This is an optimization exercise on Yosys and OpenROAD, whose aim is small area, a short achievable clock period and few clock cycles per item, not a production implementation. Where RTL was checked, it was by simulation tests only, not by an equivalence proof against the original. No activity file was given, so power comes from the tool's default toggle rates.

== build 24 ==
==> flow/design.v <==
module cobsr_encoder (
    input  wire       clk,
    input  wire       rst,         
    input  wire       in_valid,
    output wire       in_ready,
    input  wire [7:0] in_data,
    input  wire       in_last,
    output wire       out_valid,
    input  wire       out_ready,
    output wire [7:0] out_data,
    output wire       out_last
);
    localparam integer N  = 256;   
    localparam integer Q  = 7;     
    localparam integer QB = 3;     
    localparam integer K  = 63;    
    localparam integer LQ = 4;     
    reg  [7:0] ring [0:N-1];
    wire [7:0] tap = ring[N-1];    
    reg        tap_mk;             
    reg        wr_en;
    reg        wr_mk;              
    integer i;
    always @(posedge clk) begin
        ring[0] <= !wr_en ? tap : (wr_mk ? 8'h00 : in_data);
        for (i = 1; i < N; i = i + 1)
            ring[i] <= ring[i-1];
        tap_mk <= (ring[N-2] == 8'h00);
    end
    reg  [7:0] acc;                
    reg  [7:0] wp;                 
    reg  [7:0] rp;                 
    reg        w_at, r_at;         
    reg        empty, full;        
    wire [7:0] acc1 = acc + 8'd1;
    wire [7:0] wp1  = wp + 8'd1;
    wire [7:0] rp1  = rp + 8'd1;
    wire [63:0] mk;
    assign mk[0] = 1'b0;
    genvar g;
    generate
        for (g = 1; g < 64; g = g + 1) begin : g_mk
            assign mk[g] = (ring[N-2-g] == 8'h00);
        end
    endgenerate
    function [6:0] first1;
        input [63:0] m;
        reg   [63:0]  vv;
        reg   [383:0] ix;              
        integer l, k;
        begin
            vv = m;
            ix = 384'd0;
            for (l = 0; l < 6; l = l + 1) begin
                for (k = 0; k < 32; k = k + 1) begin
                    if (k < (32 >> l)) begin
                        ix[6*k +: 6] = vv[2*k] ? ix[12*k +: 6]
                                               : (ix[12*k+6 +: 6] | (6'd1 << l));
                        vv[k] = vv[2*k] | vv[2*k+1];
                    end
                end
            end
            first1 = {vv[0], ix[5:0]};
        end
    endfunction
    wire [6:0] near = first1(mk);
    reg  [7:0] lq [0:LQ-1];
    reg  [1:0] lq_hd, lq_tl;
    reg        lq_push;
    reg  [7:0] code_r;             
    reg        near_r;             
    reg        closed_r;           
    reg        ir;                 
    reg        msg_open;           
    reg        dpend;              
    reg  [7:0] rl1;                
    reg        full_run;           
    reg  [7:0] cur_c;              
    assign in_ready = ir;
    reg  [7:0] q_f [0:Q-1];
    reg  [7:0] q_v [0:Q-1];        
    reg  [QB-1:0] q_hd, q_tl;
    reg        q_empty;
    reg  [Q-1:0]  nfl;             
    wire       fl_full = nfl[Q-1];
    reg        q_push, q_pop;
    reg  [7:0] push_f;
    reg  [7:0] push_v;
    function [QB-1:0] qinc;
        input [QB-1:0] x;
        qinc = (x == Q - 1) ? {QB{1'b0}} : x + 1'b1;
    endfunction
    reg        ov, sv;
    reg  [7:0] od, sd;
    reg        ol, sl;
    assign out_valid = ov;
    assign out_data  = od;
    assign out_last  = ol;
    wire take_out = ov && out_ready;
    reg        ofinal;             
    reg        fin_r;              
    reg        red_r;              
    wire [7:0] hd_f = q_f[q_hd];
    wire [7:0] hd_v = q_v[q_hd];
    wire rd      = r_at && !empty && !sv && (!tap_mk || ofinal || closed_r);
    reg  [7:0] rd_byte;
    reg        rd_last;
    always @* begin
        if (!tap_mk) begin
            rd_byte = tap;
            rd_last = 1'b0;
        end else if (ofinal) begin
            rd_byte = 8'h00;
            rd_last = 1'b1;
        end else begin
            rd_byte = red_r ? hd_v : code_r;
            rd_last = 1'b0;
        end
    end
    wire can_wr = w_at && (!full || !sv);
    wire take   = in_valid && ir;
    wire zero   = (in_data == 8'h00);
    wire reduce = in_last && !zero && (in_data > rl1);
    always @* begin
        wr_en   = 1'b0;
        wr_mk   = 1'b1;
        q_push  = take && in_last;
        push_f  = zero ? wp : cur_c;
        push_v  = reduce ? in_data : 8'h00;
        if (take) begin
            wr_en = 1'b1;
            wr_mk = zero || reduce;
        end else if (can_wr) begin
            if (dpend)
                wr_en = 1'b1;
            else if (!msg_open)
                wr_en = in_valid && !fl_full;
            else if (full_run)
                wr_en = 1'b1;
        end
    end
    always @* lq_push = wr_en && msg_open && wr_mk && (rl1 > K);
    wire start = wr_en && !dpend && !msg_open;
    wire inc_c = wr_en && !rd;
    wire dec_c = rd && !wr_en;
    always @* q_pop = rd && tap_mk && !ofinal && fin_r;
    reg  msg_open_n, dpend_n, full_run_n, full_n, sv_n;
    wire w_at_n = wr_en || empty || (wp == acc1);
    always @* begin
        msg_open_n = msg_open;
        dpend_n    = dpend;
        full_run_n = full_run;
        if (wr_en) begin
            if (dpend) begin
                dpend_n    = 1'b0;
                msg_open_n = 1'b0;
            end else if (!msg_open || !take || zero) begin
                msg_open_n = 1'b1;
                full_run_n = 1'b0;
                dpend_n    = take && in_last;
            end else if (reduce) begin
                msg_open_n = 1'b0;
            end else begin
                full_run_n = (rl1 == 8'd254);
                dpend_n    = in_last;
            end
        end
        full_n = inc_c ? (wp1 == rp) : (dec_c ? 1'b0 : full);
        sv_n   = sv ? !take_out : (rd && ov && !take_out);
    end
    always @(posedge clk) begin
        closed_r <= !(msg_open && cur_c == acc1 && !(wr_en && wr_mk));
        near_r   <= near[6];
        fin_r    <= q_empty ? (q_push && push_f == acc1) : (hd_f == acc1);
        red_r    <= q_empty ? (q_push && push_f == acc1 && reduce)
                            : (hd_f == acc1 && hd_v != 8'h00);
        code_r   <= near[6] ? {2'b00, near[5:0]}
                  : (lq_hd == lq_tl) ? rl1 : lq[lq_hd];
        if (rst) begin
            acc      <= 8'd0;
            wp       <= 8'd0;
            rp       <= 8'd0;
            w_at     <= 1'b1;
            r_at     <= 1'b1;
            empty    <= 1'b1;
            full     <= 1'b0;
            ir       <= 1'b0;
            msg_open <= 1'b0;
            dpend    <= 1'b0;
            full_run <= 1'b0;
            q_hd     <= {QB{1'b0}};
            lq_hd    <= 2'd0;
            lq_tl    <= 2'd0;
            q_tl     <= {QB{1'b0}};
            q_empty  <= 1'b1;
            nfl      <= {Q{1'b0}};
            ov       <= 1'b0;
            od       <= 8'h00;
            ol       <= 1'b0;
            sv       <= 1'b0;
            ofinal   <= 1'b0;
        end else begin
            acc <= acc1;
            if (wr_en) wp <= wp1;
            if (rd)    rp <= rp1;
            if (empty && !wr_en) begin
                wp <= acc1;
                rp <= acc1;
            end
            w_at <= w_at_n;
            r_at <= rd || (empty && !wr_en) || (rp == acc1);
            full <= full_n;
            if (inc_c)
                empty <= 1'b0;
            else if (dec_c)
                empty <= (rp1 == wp);
            msg_open <= msg_open_n;
            dpend    <= dpend_n;
            full_run <= full_run_n;
            ir       <= w_at_n && (!full_n || !sv_n) && msg_open_n &&
                        !dpend_n && !full_run_n;
            if (wr_en && !dpend) begin
                if (!msg_open || !take || zero) begin
                    cur_c <= wp;
                    rl1   <= 8'd1;
                end else begin
                    rl1   <= rl1 + 8'd1;
                end
            end
            if (q_push) begin
                q_f[q_tl] <= push_f;
                q_v[q_tl] <= push_v;
                q_tl      <= qinc(q_tl);
            end
            if (q_pop)
                q_hd <= qinc(q_hd);
            if (q_push && !q_pop)
                q_empty <= 1'b0;
            else if (q_pop && !q_push)
                q_empty <= (qinc(q_hd) == q_tl);
            if (start && !q_pop) begin
                nfl     <= {nfl[Q-2:0], 1'b1};
            end else if (q_pop && !start) begin
                nfl     <= {1'b0, nfl[Q-1:1]};
            end
            if (lq_push) begin
                lq[lq_tl] <= rl1;
                lq_tl     <= lq_tl + 2'd1;
            end
            if (rd && tap_mk && !ofinal && !near_r)
                lq_hd <= lq_hd + 2'd1;
            if (rd && tap_mk)
                ofinal <= !ofinal && fin_r;
            sv <= sv_n;
            if (sv) begin
                if (take_out) begin
                    od <= sd; ol <= sl;
                end
            end else if (rd) begin
                if (!ov || take_out) begin
                    od <= rd_byte; ol <= rd_last; ov <= 1'b1;
                end else begin
                    sd <= rd_byte; sl <= rd_last;
                end
            end else if (take_out) begin
                ov <= 1'b0;
            end
        end
    end
endmodule
==> flow/config.mk <==
export PLATFORM = sky130hd
export DESIGN_NAME = cobsr_encoder
export DESIGN_NICKNAME = cobsr_encoder
export VERILOG_FILES = /design/flow/design.v
export SDC_FILE = /design/flow/constraint.sdc
export NUM_CORES = 4
export LEC_CHECK = 0
export CAP_MARGIN = 20
export CORE_MARGIN = 2
export CORE_UTILIZATION = 65
export CTS_CLUSTER_DIAMETER = 60
export CTS_CLUSTER_SIZE = 25
export PLACE_DENSITY = 0.75
export SLEW_MARGIN = 20
==> flow/constraint.sdc <==
create_clock -name core_clock -period 9.0 [get_ports {clk}]
set_input_delay 1.8000 -clock core_clock [delete_from_list [all_inputs] [get_ports {clk}]]
set_output_delay 1.8000 -clock core_clock [all_outputs]
set_load 0.01 [all_outputs]
standard.sh (not shown) runs the stock make flow with config.mk's settings and CLKGATE_MAP_FILE= SYNTH_SCRIPT=/design/flow/synth_recipe.tcl, a recipe that flattens the netlist after the stock synthesis.
==> flow/flow/run.sh <==
#!/bin/bash
set -euo pipefail
export SETUP_SLACK_MARGIN=6.1
bash standard.sh > standard_flow.log 2>&1
Build 24 reached the final stage; the timing, DRC and antenna checks on its layout passed.
Testbench counts of build 24, summed over its fixed seeds: cycles 43,346, bytes 40,795.
Input changes introduced in build 70 (baseline for comparison: build 24):
- CORE_UTILIZATION changed from 65 to 55
- PLACE_DENSITY changed from 0.75 to 0.65
- CTS_CLUSTER_DIAMETER changed from 60 to 100
Findings:
Build 70 closes out successfully: all stages finished, all timing, DRC and antenna checks passed. sky130_fd_sc_hd__a211oi_4 as the cell with the biggest individual delay on the critical path was reported by build 24, and sky130_fd_sc_hd__dfxtp_4 by build 70. Weighted congestion reported at the end of routability-driven placement up about 0.43% in build 70 wrt build 24. Multi-input gate share of the layout cell area: build 70 vs build 24 — no meaningful difference. Build 70 ended up with in_ready as its endpoint of the most critical setup path; build 24 ended up with ring[0][5]. Diff build 70..build 24 | share of synthesized registers carrying an async set or reset | negligible. ir as the critical path launch point was reported by build 70, and in_data[1] by build 24. Time the worst path needs with I/O delays and setup: build 24 and build 70 compared, higher one is build 24.
### build 70 -> build 14
- a change of PLACE_DENSITY from 0.65 to 0.75
- a change of CORE_UTILIZATION from 55 to 65
### Flow results
- Growth of design area from synthesis to finish in build 14 is 0.73 points below build 70.
- From build 70 to build 14 the numbers moved as follows: horizontal extent of the die has decreased, final setup slack of the worst path now sits higher.
- Number of non-filler instances in the completed layout ends up lower on build 14.
- Sort build 70 and build 14 by shortest period the worst path allows asc -> top: build 14
- Summary: with build 70 as the reference, maximum number of pins on one net before global-route repair in build 14 moved up slightly.
- Measured against build 70, the average via count per standard cell of build 14 comes out at 1.06 times the reference value.
What build 58 does differently from build 14 at the input level:
==> flow/flow/run.sh <==
#!/bin/bash
set -euo pipefail
export SETUP_SLACK_MARGIN=6.25
bash standard.sh > standard_flow.log 2>&1
==> comparison <==
In build 58 relative to build 14, clock buffer count had gone down slightly. Looking at global-route usage, build 58 sits 0.53 points below build 14. Changes observed in build 58 relative to build 14: clock network contribution to total cell area stayed essentially flat; fraction of area in multi-input gates has remained practically unchanged. Build 14 and build 58 ended up with roughly the same die extent in x.
For build 97, these inputs were changed with respect to build 58:
- changing CTS_CLUSTER_SIZE from 25 to 30
==> flow/flow/run.sh <==
#!/bin/bash
set -euo pipefail
export SETUP_SLACK_MARGIN=6.1
bash standard.sh > standard_flow.log 2>&1
==> comparison <==
Area of all sequential standard cells essentially unchanged between build 58 and build 97.
In build 97, final weighted congestion in routability-driven placement is lower than in build 58.
Re total power: build 97 is about 2% down on build 58.
Build 97 finished all stages; the layout is clean.
Comparing build 97 and build 58, the higher final area is on build 58.

========
== red ==
Another version of the RTL of cobsr_encoder (not shown whole).
For scale: roughly 2,300 flip-flops, roughly 24 I/O pins, roughly 61,000 µm² of cells after synthesis.
// cobsr_encoder
module cobsr_encoder (
    input  wire       clk,
    input  wire       rst,         
    input  wire       in_valid,
    output wire       in_ready,
    input  wire [7:0] in_data,
    input  wire       in_last,
    output wire       out_valid,
    input  wire       out_ready,
    output wire [7:0] out_data,
    output wire       out_last
);
export LEC_CHECK = 0
export CAP_MARGIN = 20
export CORE_MARGIN = 2
export CORE_UTILIZATION = 40
export SETUP_SLACK_MARGIN = 5
export SLEW_MARGIN = 20
create_clock -name core_clock -period 9.0 [get_ports {clk}]
run.sh (not shown) runs the stock make flow with config.mk's settings and CLKGATE_MAP_FILE= SYNTH_SCRIPT=/design/flow/synth_recipe.tcl, a recipe that flattens the netlist after the stock synthesis.
Stock flow here: none of the scripts above is used.
Inputs modified between red and blue:
- a change of CORE_UTILIZATION from 40 to 65
- an added PLACE_DENSITY of 0.75
Notes after the runs:
Final worst-path cycle share in blue vs red: down 0.78 points
Compared with red, wire length on met1 in blue decreased slightly.
Relative to red, the placer congestion estimate measured on blue has increased by a few percent.
Of red and blue, the run reporting the higher worst hold slack was blue.
From red to blue the numbers moved as follows: buffer count from post-CTS setup fixing went up; core area went down by about 40%.
[compare] base=red new=blue: area added between synthesis and finish went down, clock-buffer cell count grew by 7.
Function was not checked in any run of this note: the RTL went through the layout flow alone.

========
== run 1 ==
cobsr_encoder, a different RTL version from the one above (not shown whole).
Size in the first run: roughly 3700 cells after synthesis, roughly 2600 flip-flops, roughly 24 I/O pins, roughly 61000 µm² of cells after synthesis.
==> flow/config.mk <==
export PLATFORM = sky130hd
export DESIGN_NAME = cobsr_encoder
export DESIGN_NICKNAME = cobsr_encoder
export VERILOG_FILES = /design/flow/design.v
export SDC_FILE = /design/flow/constraint.sdc
export NUM_CORES = 4
export LEC_CHECK = 0
export CAP_MARGIN = 20
export CORE_MARGIN = 2
export CORE_UTILIZATION = 40
export SLEW_MARGIN = 20
==> flow/constraint.sdc <==
create_clock -name core_clock -period 9.0 [get_ports {clk}]
set_input_delay 1.8000 -clock core_clock [delete_from_list [all_inputs] [get_ports {clk}]]
set_output_delay 1.8000 -clock core_clock [all_outputs]
set_load 0.01 [all_outputs]
Edits applied to the flow inputs when going from run 1 to run 2:
--- a/flow/config.mk
+++ b/flow/config.mk
@@ -7,2 +7,3 @@
 export LEC_CHECK = 0
+export ABC_CLOCK_PERIOD_IN_PS = 3000
 export CAP_MARGIN = 20
@@ -10,2 +11,3 @@
 export CORE_UTILIZATION = 40
+export SETUP_SLACK_MARGIN = 5
 export SLEW_MARGIN = 20
### Flow results
- Lower critical path depth goes to run 2 over run 1.
- Compared with run 1, run 2 shows a met2 layer wire length in the routed design that is 1.2% lower.
- Cmp run 2 and run 1 / count of plain and timing-repair buffers in the layout / higher: run 2
- Run 2 gives less area growth from synthesis to layout than run 1 did.
- Re setup slack after layout: run 1 was lower than run 2.
- For the time the final worst path needs with I/O delays and setup, run 2 came in 1.06 ns lower than run 1 did.
- Taking run 1 as the reference, in run 2 total of fill cells in the finished design did not really move; proportion of power drawn by the clock network went down by 1.7 points.
- Cell area, run 2 and run 1: smaller value in run 2
Inputs modified between run 2 and run 3:
--- a/flow/config.mk
+++ b/flow/config.mk
@@ -7,3 +7,2 @@
 export LEC_CHECK = 0
-export ABC_CLOCK_PERIOD_IN_PS = 3000
 export CAP_MARGIN = 20
--- outcome ---
- Reported for run 2 and run 3, number of unique standard cell types used by synthesis turned out identical to the last digit.
- Summary of run 3 over run 2: synthesis-to-layout area growth ~0 delta; worst setup slack after placement ~0 delta; worst setup slack ~0 delta; transition time of the tightest slew-check pin ~0 delta; design area ~0 delta.
No run of this note included a check of the RTL's function; only the layout flow was run.

========
Another version of the RTL of cobsr_encoder (not shown whole).
Size in the first run: about 4200 cells after synthesis, about 2300 flip-flops, roughly 24 I/O pins.
clock: 9.0 ns
lec_check: 0
cap_margin: 20
core_margin: 2
core_utilization: 65
place_density: 0.75
slew_margin: 20
standard.sh (not shown) runs the stock make flow with config.mk's settings and CLKGATE_MAP_FILE= SYNTH_SCRIPT=/design/flow/synth_recipe.tcl, a recipe that flattens the netlist after the stock synthesis.
==> flow/flow/run.sh <==
#!/bin/bash
set -euo pipefail
export SETUP_SLACK_MARGIN=6.2
bash standard.sh > standard_flow.log 2>&1
The baseline went through all stages and came out clean.
Testbench counts at the start, summed over its fixed seeds: cycles 43,362, bytes 40,795.
==> next run, changes <==
==> flow/run.sh (new file) <==
#!/bin/bash
# synth_recipe.tcl (not shown) runs the flow's synth.tcl, then flattens the netlist and writes it again
# the make line also repeats each setting of config.mk as NAME=value (left out here)
make -C /OpenROAD-flow-scripts/flow DESIGN_CONFIG=/design/flow/config.mk WORK_HOME=/design/flow/orfs CLKGATE_MAP_FILE= SYNTH_SCRIPT=/design/flow/synth_recipe.tcl finish
- SETUP_SLACK_MARGIN: unset -> 5
removed: flow/flow/run.sh
removed: flow/standard.sh
Cell area drops by 2.0%; count of clock-buffer cells in the layout went down by 7; global-route usage decreases by 1.1 points; worst setup slack degrades by 0.58 ns.
==> next run, changes <==
==> flow/flow/run.sh (new file) <==
#!/bin/bash
set -euo pipefail
export SETUP_SLACK_MARGIN=6.6
bash standard.sh > standard_flow.log 2>&1
==> flow/standard.sh (new file) <==
#!/bin/bash
# synth_recipe.tcl (not shown) runs the flow's synth.tcl, then flattens the netlist and writes it again
# the make line also repeats each setting of config.mk as NAME=value (left out here)
make -C /OpenROAD-flow-scripts/flow DESIGN_CONFIG=/design/flow/config.mk WORK_HOME=/design/flow/orfs CLKGATE_MAP_FILE= SYNTH_SCRIPT=/design/flow/synth_recipe.tcl "${@:-finish}"
- CTS_CLUSTER_DIAMETER: unset -> 100
- CTS_CLUSTER_SIZE: unset -> 30
- SETUP_SLACK_MARGIN: 5 -> unset
removed: flow/run.sh
Effect: Sequential share of layout area goes up by 1.7 points. Routed wire length is about the same. Register-to-register slack improves by 0.56 ns. Power came out lower by about a fifth. Setup slack is better by 0.55 ns. Synthesized cell count is unchanged. Sequential cell count does not change.
==> next run, changes <==
- CTS_CLUSTER_DIAMETER: 100 -> unset
- CTS_CLUSTER_SIZE: 30 -> unset
Result:
- register-to-register slack stays flat
- hold slack degrades by 0.012 ns
- sequential cell count does not change
- total power rose by 24%
- utilization rose by 4.5 points
- cell count rose by 4.0%
- global-route usage rose by 1.8 points
- maximum frequency fell by 2.2%
- worst setup slack degrades by 0.071 ns
- routed wire length rose by 9.7%
- sequential power barely changes

-- afterwards: timing with drivers on the ports --
In the flow no input, the clock included, has a driving cell. The finished layouts below were timed again as built, in two steps. Step 1 (the two cells are an assumption about what drives the block):
set clk [get_ports {clk}]
set_driving_cell -lib_cell sky130_fd_sc_hd__clkbuf_16 $clk
set_driving_cell -lib_cell sky130_fd_sc_hd__buf_2 [delete_from_list [all_inputs] $clk]
Step 2 adds t to the input delays and takes it off the output delays; t is the mean of the earliest and latest rising clock arrival at the registers after step 1. Input paths then give back, and output paths get back, about the clock's delay inside the block. a / b / c = ideal ports / drivers / drivers and shift; a / b = the first two.
run	t, ns	slack for setup (ns)	clock arrival spread, ns
build 24	0.759	5.942 / 5.950 / 5.191	0.050 / 0.050
build 70	0.761	5.976 / 5.915 / 5.181	0.041 / 0.042
build 14	0.738	6.030 / 5.973 / 5.287	0.057 / 0.057
build 58	0.744	5.994 / 5.964 / 5.222	0.041 / 0.041
build 97	0.720	5.995 / 5.967 / 5.260	0.040 / 0.041
red	0.860	5.074 / 5.074 / 4.685	0.058 / 0.058
blue	0.835	5.144 / 5.144 / 4.566	0.037 / 0.036
run 1	0.868	4.116 / 4.116 / 4.116	0.122 / 0.122
run 2	0.856	5.171 / 5.101 / 5.033	0.109 / 0.109
run 3	0.856	5.171 / 5.101 / 5.033	0.109 / 0.109
the first run of note 4	0.843	5.845 / 5.773 / 5.374	0.055 / 0.055
the second run of note 4	0.836	5.263 / 5.266 / 4.463	0.035 / 0.036
the third run of note 4	0.749	5.817 / 5.754 / 5.702	0.031 / 0.032
the fourth run of note 4	0.853	5.746 / 5.680 / 5.702	0.031 / 0.031
After both steps setup and hold are still met in every run listed. The setup slack of the second run of note 4, which loses most, moves by +0.003 ns with the drivers and by -0.800 ns with both steps.
